Context: an optimization exercise on an open-source flow, tuned for small area. The choices shown serve that exercise and are no tape-out recipe. Where RTL was checked, it was by simulation tests only, not by an equivalence proof against the original.

==> zinc <==
Design msf60_decoder, start of the top module:
module msf60_decoder (
    input  wire        clk,
    input  wire        rst,
    input  wire [15:0] cfg_padding_ms,           
    input  wire        cfg_carrier_off_level,
    input  wire        edge_valid,
    input  wire        edge_level,
    input  wire [31:0] edge_time_ms,
    output wire        edge_ready,
    output reg         time_available,
    output reg  [2:0]  parity_outcome,
    output wire [7:0]  frame_length_seconds,
    output wire [1:0]  leap_second_indicator,
    output wire [7:0]  lf_minute_bcd,
    output wire [7:0]  lf_hour_bcd,
    output wire [7:0]  lf_weekday_bcd,
    output wire [7:0]  lf_date_bcd,
    output wire [7:0]  lf_month_bcd,
    output wire [7:0]  lf_year_bcd,
    output reg         lf_dst_active,
    output reg         lf_dst_imminent,
    output wire [15:0] lf_dut1_positive_ms,
    output wire [15:0] lf_dut1_negative_ms,
    output wire [1:0]  lf_leap_second_indicator,
    output wire [7:0]  lf_frame_length_seconds,
    output wire [63:0] lf_epoch_seconds
);
export LEC_CHECK = 0
export CAP_MARGIN = 20
export CORE_MARGIN = 2
export CORE_UTILIZATION = 40
export SLEW_MARGIN = 20
create_clock -name core_clock -period 15.0 [get_ports {clk}]
standard.sh (not shown) runs the stock make flow with config.mk's settings and CLKGATE_MAP_FILE= SYNTH_SCRIPT=/design/flow/synth_recipe.tcl, a recipe that flattens the netlist after the stock synthesis.
==> flow/flow/run.sh <==
#!/bin/bash
set -euo pipefail
export BUFFER_PORTS_ARGS="-buffer_cell sky130_fd_sc_hd__buf_1"
export CTS_ARGS="-sink_clustering_enable -repair_clock_nets -buf_list sky130_fd_sc_hd__clkbuf_4 -sink_clustering_size 8 -sink_clustering_max_diameter 100 -dont_use_dummy_load"
export SKIP_REPAIR_TIE_FANOUT=1
bash standard.sh > flow_make.log 2>&1
==> inputs of indigo, as changes to zinc <==
--- a/flow/design.v
+++ b/flow/design.v
@@ -40,24 +40,24 @@
     reg        pending_zero;             
     reg        b_only;
     reg        frame_ready;
     reg [5:0]  bit_pointer;
     reg [42:0] wa;
     reg [6:0]  wb;
-    reg [3:0]  dut1_pos_run;
-    reg [3:0]  dut1_neg_run;
+    reg [3:0]  dut1_cnt;                 
+    reg [3:0]  dut1_pos_run;             
     reg        fl_v, fl_d1, fl_d0;
     reg        lfl_v, lfl_d1, lfl_d0;
     reg [34:0] fields;
     reg [3:0]  dut1_pos;
     reg [3:0]  dut1_neg;
     reg [32:0] epoch;
     reg [4:0]  pass;
     reg [5:0]  bitc;
-    reg [1:0]  carry;
-    reg [6:1]  dly;
+    reg        carry;
+    reg [3:1]  dly;
     reg        pacc;
     assign edge_ready = (state == S_IDLE);
     wire [7:0] yr = fields[34:27];
     wire [4:0] mo = fields[26:22];
     wire [5:0] dt = fields[21:16];
     wire [2:0] wd = fields[15:13];
@@ -98,12 +98,13 @@
     wire sym5 = !diff_hi && ge500 && !ge600;
     wire sym_data = sym1 || sym2 || sym3;
     wire near_last = !diff_hi && (diff[15:0] < 16'd300);
     wire bit_a = !sym1;
     wire bit_b = sym3 || (sym1 && b_only);
     wire       ptr_last = (bit_pointer == 6'd63);
+    wire [3:0] dut1_cnt_next = dut1_cnt + {3'd0, wb[0]};
     wire [5:0] next_ptr = bit_pointer + {5'd0, !b_only};
     wire       marker_match = (wa[7:0] == 8'h7E);
     wire       s_bit        = wa[42];
     wire [5:0] j            = bitc;
     reg        grp_end;
     reg        grp_par;
@@ -152,52 +153,62 @@
         (mo == 5'h02) ? 9'd31  : (mo == 5'h03) ? 9'd59  : (mo == 5'h04) ? 9'd90  :
         (mo == 5'h05) ? 9'd120 : (mo == 5'h06) ? 9'd151 : (mo == 5'h07) ? 9'd181 :
         (mo == 5'h08) ? 9'd212 : (mo == 5'h09) ? 9'd243 :
         (mo == 5'h0A || mo == 5'h10) ? 9'd273 :
         (mo == 5'h0B || mo == 5'h11) ? 9'd304 :
         (mo == 5'h0C || mo == 5'h12) ? 9'd334 : 9'd0;    
+    wire       r  = epoch[0];
+    wire [5:0] i  = bitc;
     localparam [63:0] K10956 = 64'd10956;
     wire kconst_bit = y2d ? (K10956[i] ^ (i == 6'd0 && adj)) :
                       (i == 6'd0) ? !(adj ^ gt130) : (!adj || gt130);
-    wire       r  = epoch[0];
-    wire [5:0] i  = bitc;
-    reg        e0, e1, e2, e3, e6;
+    reg  [2:0] asel;
+    reg  [1:0] bsel;
     reg  [3:0] dsel;
     reg  [1:0] doff;
     reg        use_k, use_m;
     always @(*) begin
-        e0 = 1'b0; e1 = 1'b0; e2 = 1'b0; e3 = 1'b0; e6 = 1'b0;
+        asel = 3'd0; bsel = 2'd2;
         dsel = 4'd0; doff = 2'd0; use_k = 1'b0; use_m = 1'b0;
         case (pass)
             5'd0:  begin dsel = yt; end
-            5'd1:  begin e3 = 1'b1; e1 = 1'b1; dsel = yu; end
-            5'd2:  begin e2 = 1'b1; e0 = 1'b1; end
-            5'd3:  begin e6 = 1'b1; e3 = 1'b1; e0 = 1'b1; dsel = yt; doff = 2'd1; end
-            5'd4:  begin e0 = 1'b1; use_k = 1'b1; end
-            5'd5:  begin e0 = 1'b1; use_m = 1'b1; end
-            5'd6:  begin e0 = 1'b1; dsel = g; end
-            5'd7:  begin e0 = 1'b1; dsel = {2'b00, dt[5:4]}; doff = 2'd3; end
-            5'd8:  begin e0 = 1'b1; dsel = {2'b00, dt[5:4]}; doff = 2'd1; end
-            5'd9:  begin e0 = 1'b1; dsel = dt[3:0]; end
-            5'd10: begin e1 = 1'b1; e0 = 1'b1; dsel = {2'b00, hr[5:4]}; end
-            5'd11: begin e2 = 1'b1; dsel = {2'b00, hr[5:4]}; end
-            5'd12: begin e1 = 1'b1; dsel = hr[3:0]; end
-            5'd13: begin e2 = 1'b1; e1 = 1'b1; dsel = {1'b0, mi[6:4]}; end
-            5'd14: begin e2 = 1'b1; e0 = 1'b1; end
-            5'd15: begin e1 = 1'b1; dsel = mi[3:0]; end
-            5'd16: begin e3 = 1'b1; e2 = 1'b1; end
-            5'd17: begin e2 = 1'b1; e0 = 1'b1; end
+            5'd1:  begin asel = 3'd3; bsel = 2'd1; end
+            5'd2:  begin asel = 3'd2; dsel = yu; end
+            5'd3:  begin asel = 3'd4; bsel = 2'd1; end
+            5'd4:  begin asel = 3'd4; dsel = yu; end
+            5'd5:  begin asel = 3'd1; dsel = yt; doff = 2'd1; end
+            5'd6:  begin asel = 3'd1; dsel = yt; doff = 2'd3; end
+            5'd7:  begin asel = 3'd3; bsel = 2'd1; end
+            5'd8:  begin asel = 3'd1; dsel = yt; doff = 2'd1; end
+            5'd9:  begin asel = 3'd1; use_k = 1'b1; end
+            5'd10: begin asel = 3'd1; use_m = 1'b1; end
+            5'd11: begin asel = 3'd1; dsel = g; end
+            5'd12: begin asel = 3'd1; dsel = {2'b00, dt[5:4]}; doff = 2'd3; end
+            5'd13: begin asel = 3'd1; dsel = {2'b00, dt[5:4]}; doff = 2'd1; end
+            5'd14: begin asel = 3'd1; dsel = dt[3:0]; end
+            5'd15: begin asel = 3'd2; bsel = 2'd1; end
+            5'd16: begin asel = 3'd1; dsel = {2'b00, hr[5:4]}; end
+            5'd17: begin asel = 3'd3; dsel = {2'b00, hr[5:4]}; end
+            5'd18: begin asel = 3'd2; dsel = hr[3:0]; end
+            5'd19: begin asel = 3'd2; bsel = 2'd1; end
+            5'd20: begin asel = 3'd2; dsel = {1'b0, mi[6:4]}; end
+            5'd21: begin asel = 3'd3; bsel = 2'd1; end
+            5'd22: begin asel = 3'd2; dsel = mi[3:0]; end
+            5'd23: begin asel = 3'd2; bsel = 2'd1; end
+            5'd24: begin asel = 3'd3; bsel = 2'd0; end
+            5'd25: begin asel = 3'd3; bsel = 2'd1; end
             default: ;
         endcase
     end
     wire [5:0] di     = i - {4'd0, doff};
     wire       dbit   = (di < 6'd4) && dsel[di[1:0]];
     wire       addend = use_k ? kconst_bit : use_m ? ((i < 6'd9) && mdb[i[3:0]]) : dbit;
-    wire [2:0] ssum = {2'b00, e0 & r} + {2'b00, e1 & dly[1]} + {2'b00, e2 & dly[2]} +
-                      {2'b00, e3 & dly[3]} + {2'b00, e6 & dly[6]} + {2'b00, addend} +
-                      {1'b0, carry};
+    wire       lane_a = (asel == 3'd1) ? r : (asel == 3'd2) ? dly[1] :
+                        (asel == 3'd3) ? dly[2] : (asel == 3'd4) ? dly[3] : 1'b0;
+    wire       lane_b = (bsel == 2'd1) ? r : (bsel == 2'd2) ? addend : 1'b0;
+    wire [1:0] ssum   = {1'b0, lane_a} + {1'b0, lane_b} + {1'b0, carry};
     wire pass_end = (bitc == 6'd32);
     wire in_epoch = (state == S_EPOCH);
     wire in_rot   = (state == S_PAR) || (state == S_LOAD);
     wire counting = in_rot || in_epoch || (state == S_INIT);
     wire cnt_end  = in_epoch ? pass_end : rot_end;
     always @(posedge clk) begin
@@ -250,20 +261,18 @@
                                     if (b_only) begin
                                         wa[0] <= bit_a;
                                         wb[0] <= bit_b;
                                     end else begin
                                         wa <= {wa[41:0], bit_a};
                                         wb <= {wb[5:0], bit_b};
-                                        if (bit_pointer == 6'd1)
-                                            dut1_pos_run <= {3'd0, wb[0]};
-                                        else if (bit_pointer >= 6'd2 && bit_pointer <= 6'd8)
-                                            dut1_pos_run <= dut1_pos_run + {3'd0, wb[0]};
-                                        if (bit_pointer == 6'd9)
-                                            dut1_neg_run <= {3'd0, wb[0]};
-                                        else if (bit_pointer >= 6'd10 && bit_pointer <= 6'd16)
-                                            dut1_neg_run <= dut1_neg_run + {3'd0, wb[0]};
+                                        if (bit_pointer == 6'd1 || bit_pointer == 6'd9)
+                                            dut1_cnt <= {3'd0, wb[0]};
+                                        else if (bit_pointer >= 6'd2 && bit_pointer <= 6'd16)
+                                            dut1_cnt <= dut1_cnt_next;
+                                        if (bit_pointer == 6'd8)
+                                            dut1_pos_run <= dut1_cnt_next;
                                     end
                                     if (next_ptr >= 6'd58 && next_ptr <= 6'd61)
                                         state <= S_CHECK;
                                 end
                             end
                         end
@@ -296,21 +305,21 @@
                 S_LOAD: begin
                     wa <= {wa[41:0], wa[42]};
                     if (rot_end) begin
                         lf_dst_active   <= wb[1];
                         lf_dst_imminent <= wb[6];
                         dut1_pos        <= dut1_pos_run;
-                        dut1_neg        <= dut1_neg_run;
+                        dut1_neg        <= dut1_cnt;
                         lfl_v           <= 1'b1;
                         lfl_d1          <= bit_pointer[2];
                         lfl_d0          <= bit_pointer[0];
                         state           <= S_EPOCH;
                     end
                 end
                 S_EPOCH: begin
-                    if (pass_end && pass == 5'd17)
+                    if (pass_end && pass == 5'd25)
                         state <= S_IDLE;
                 end
                 S_INIT: begin
                     if (rot_end)
                         state <= S_IDLE;
                 end
@@ -327,17 +336,17 @@
     always @(posedge clk) begin
         if (counting && !cnt_end && !rst)
             bitc <= bitc + 6'd1;
         else
             bitc <= 6'd0;
         if (in_epoch && !pass_end) begin
-            carry <= ssum[2:1];
-            dly   <= {dly[5:1], r};
+            carry <= ssum[1];
+            dly   <= {dly[2:1], r};
         end else begin
-            carry <= 2'd0;
-            dly   <= 6'd0;
+            carry <= 1'b0;
+            dly   <= 3'd0;
         end
         if (!in_epoch)
             pass <= 5'd0;
         else if (pass_end)
             pass <= pass + 5'd1;
         pacc <= (state == S_PAR) && !grp_end && (pacc ^ s_bit);
==> flow/flow/run.sh (replaced) <==
#!/bin/bash
# Own layout flow: the standard flow with its standard synthesis unchanged, plus
# - port buffers of the smallest buffer cell (buf_1) instead of the buffer_ports default;
# - a clock tree of clkbuf_4 sink-cluster buffers (up to 9 sinks within 70 um each)
#   without dummy load cells;
# - one shared tie-low cell for the constant outputs (no per-load tie cloning).
# The make output goes to flow_make.log in the folder this runs in; ORFS keeps each
# step's log under orfs/logs/.
set -euo pipefail
export BUFFER_PORTS_ARGS="-buffer_cell sky130_fd_sc_hd__buf_1"
export CTS_ARGS="-sink_clustering_enable -repair_clock_nets -buf_list sky130_fd_sc_hd__clkbuf_4 -sink_clustering_size 9 -sink_clustering_max_diameter 70 -dont_use_dummy_load"
export SKIP_REPAIR_TIE_FANOUT=1
bash standard.sh > flow_make.log 2>&1
==> inputs of yarrow, as changes to zinc <==
==> flow/flow/run.sh (replaced) <==
#!/bin/bash
set -euo pipefail
export BUFFER_PORTS_ARGS="-buffer_cell sky130_fd_sc_hd__buf_1"
export CTS_ARGS="-sink_clustering_enable -repair_clock_nets -buf_list sky130_fd_sc_hd__clkbuf_4 -sink_clustering_size 10 -sink_clustering_max_diameter 40 -dont_use_dummy_load"
export SKIP_REPAIR_TIE_FANOUT=1
export RECOVER_POWER=100
bash standard.sh > flow_make.log 2>&1
==> inputs of sierra, as changes to zinc <==
--- a/flow/design.v
+++ b/flow/design.v
@@ -326,19 +326,17 @@
     end
     always @(posedge clk) begin
         if (counting && !cnt_end && !rst)
             bitc <= bitc + 6'd1;
         else
             bitc <= 6'd0;
-        if (in_epoch && !pass_end) begin
+        if (in_epoch && !pass_end)
             carry <= ssum[2:1];
-            dly   <= {dly[5:1], r};
-        end else begin
+        else
             carry <= 2'd0;
-            dly   <= 6'd0;
-        end
+        dly <= {dly[5:1], r && pass != 5'd0};
         if (!in_epoch)
             pass <= 5'd0;
         else if (pass_end)
             pass <= pass + 5'd1;
         pacc <= (state == S_PAR) && !grp_end && (pacc ^ s_bit);
     end
==> flow/flow/run.sh (replaced) <==
#!/bin/bash
set -euo pipefail
export BUFFER_PORTS_ARGS="-buffer_cell sky130_fd_sc_hd__buf_1"
export CTS_ARGS="-sink_clustering_enable -repair_clock_nets -buf_list sky130_fd_sc_hd__clkbuf_4 -sink_clustering_size 10 -sink_clustering_max_diameter 40 -dont_use_dummy_load"
export SKIP_REPAIR_TIE_FANOUT=1
export RECOVER_POWER=100
bash standard.sh > flow_make.log 2>&1
==> flow_summary.toml <==
[run]
maxCapViolations = 4

[sta]
fin_crit_sh_pct = 96.7
final_max_slew_viol_count = 150

[logic_synthesis]
synth_area_leaders = "edfxtp_1, dfxtp_1, fa_1"
ys_seq_area_share_pct = 56.6
synth_common_cells = "edfxtp_1, nor2_1, buf_4"

[status]
outcome = "finished with violations"
violations = "max-capacitance violations, max-slew violations"

[critical_path]
worstReg2RegEnd = "dut1_neg_run[3]$_SDFFCE_PP0P_"
-- figures above: yarrow

==> flow_summary.toml <==
[status]
outcome = "finished with violations"
violations = "max-capacitance violations, max-slew violations"

[logic_synthesis]
synth_area_leaders = "edfxtp_1, dfxtp_1, fa_1"

[cts]
cts_max_path_buffers = 3

[sta]
worstMarginPinSlew_ps = 2980
final_max_slew_viol_count = 139
fin_crit_sh_pct = 96.9

[run]
maxCapViolations = 4

[critical_path]
path_max_fanout = 42

[pwr]
power_density_nw_per_um2 = 124
-- figures above: sierra

==> flow_summary.toml <==
[run]
maxCapViolations = 0

[logic_synthesis]
synth_area_leaders = "edfxtp_1, dfxtp_1, fa_1"
synth_common_cells = "edfxtp_1, nor2_1, buf_4"

[critical_path]
end_kind = "register"
worstReg2RegEnd = "dut1_neg_run[2]$_SDFFCE_PP0P_"

[sta]
final_max_slew_viol_count = 0
fin_crit_sh_pct = 96.5

[status]
outcome = "timing/DRC/antenna clean"

[cells_and_area]
biggestCellCategory = "sequential cells"
-- figures above: zinc

==> flow_summary.toml <==
[logic_synthesis]
synth_area_leaders = "edfxtp_1, dfxtp_1, fa_1"
synth.most_common_cell = "edfxtp_1"
synth_simple_gate_area_share_pct = 12.2
synth_common_cells = "edfxtp_1, buf_4, nor2_1"

[floorplanning]
std_cell_rows = 65

[run]
maxCapViolations = 0

[status]
outcome = "timing/DRC/antenna clean"

[critical_path]
worstReg2RegEnd = "wa[4]$_DFFE_PP_"

[sta]
fin_crit_sh_pct = 96.1
final_max_slew_viol_count = 0
-- figures above: indigo

The RTL of sierra was laid out without a check of its function.

-- re-timing with driven ports --
Ports are ideal in the flow. The routed layouts listed here were re-timed in OpenROAD.
Step 1: set_driving_cell puts a clkbuf_16 on clk and a buf_2 on each other input, an assumption about the parent block.
Step 2 adds t to the input delays and takes it off the output delays; t is the mean of the earliest and latest rising clock arrival at the registers after step 1. Input paths then give back, and output paths get back, about the clock's delay inside the block.
a / b / c = ideal / step 1 / step 2; a / b = the first two.
run | shift t [ns] | slack for setup (ns) | worst hold slack (ns) | worst data-port slew with drivers (ns)
zinc | 0.688 | 0.521 / 0.535 / -0.152 | 0.410 / 0.410 / 0.410 | 0.04
indigo | 0.620 | 0.581 / 0.603 / -0.017 | 0.412 / 0.412 / 0.412 | 0.05
yarrow | 0.677 | 0.500 / 0.513 / -0.164 | 0.391 / 0.391 / 0.391 | 0.04
sierra | 0.700 | 0.464 / 0.488 / -0.212 | 0.309 / 0.309 / 0.309 | 0.07
The setup slack of sierra, which loses most, moves by +0.024 ns with the drivers and by -0.676 ns with both steps.
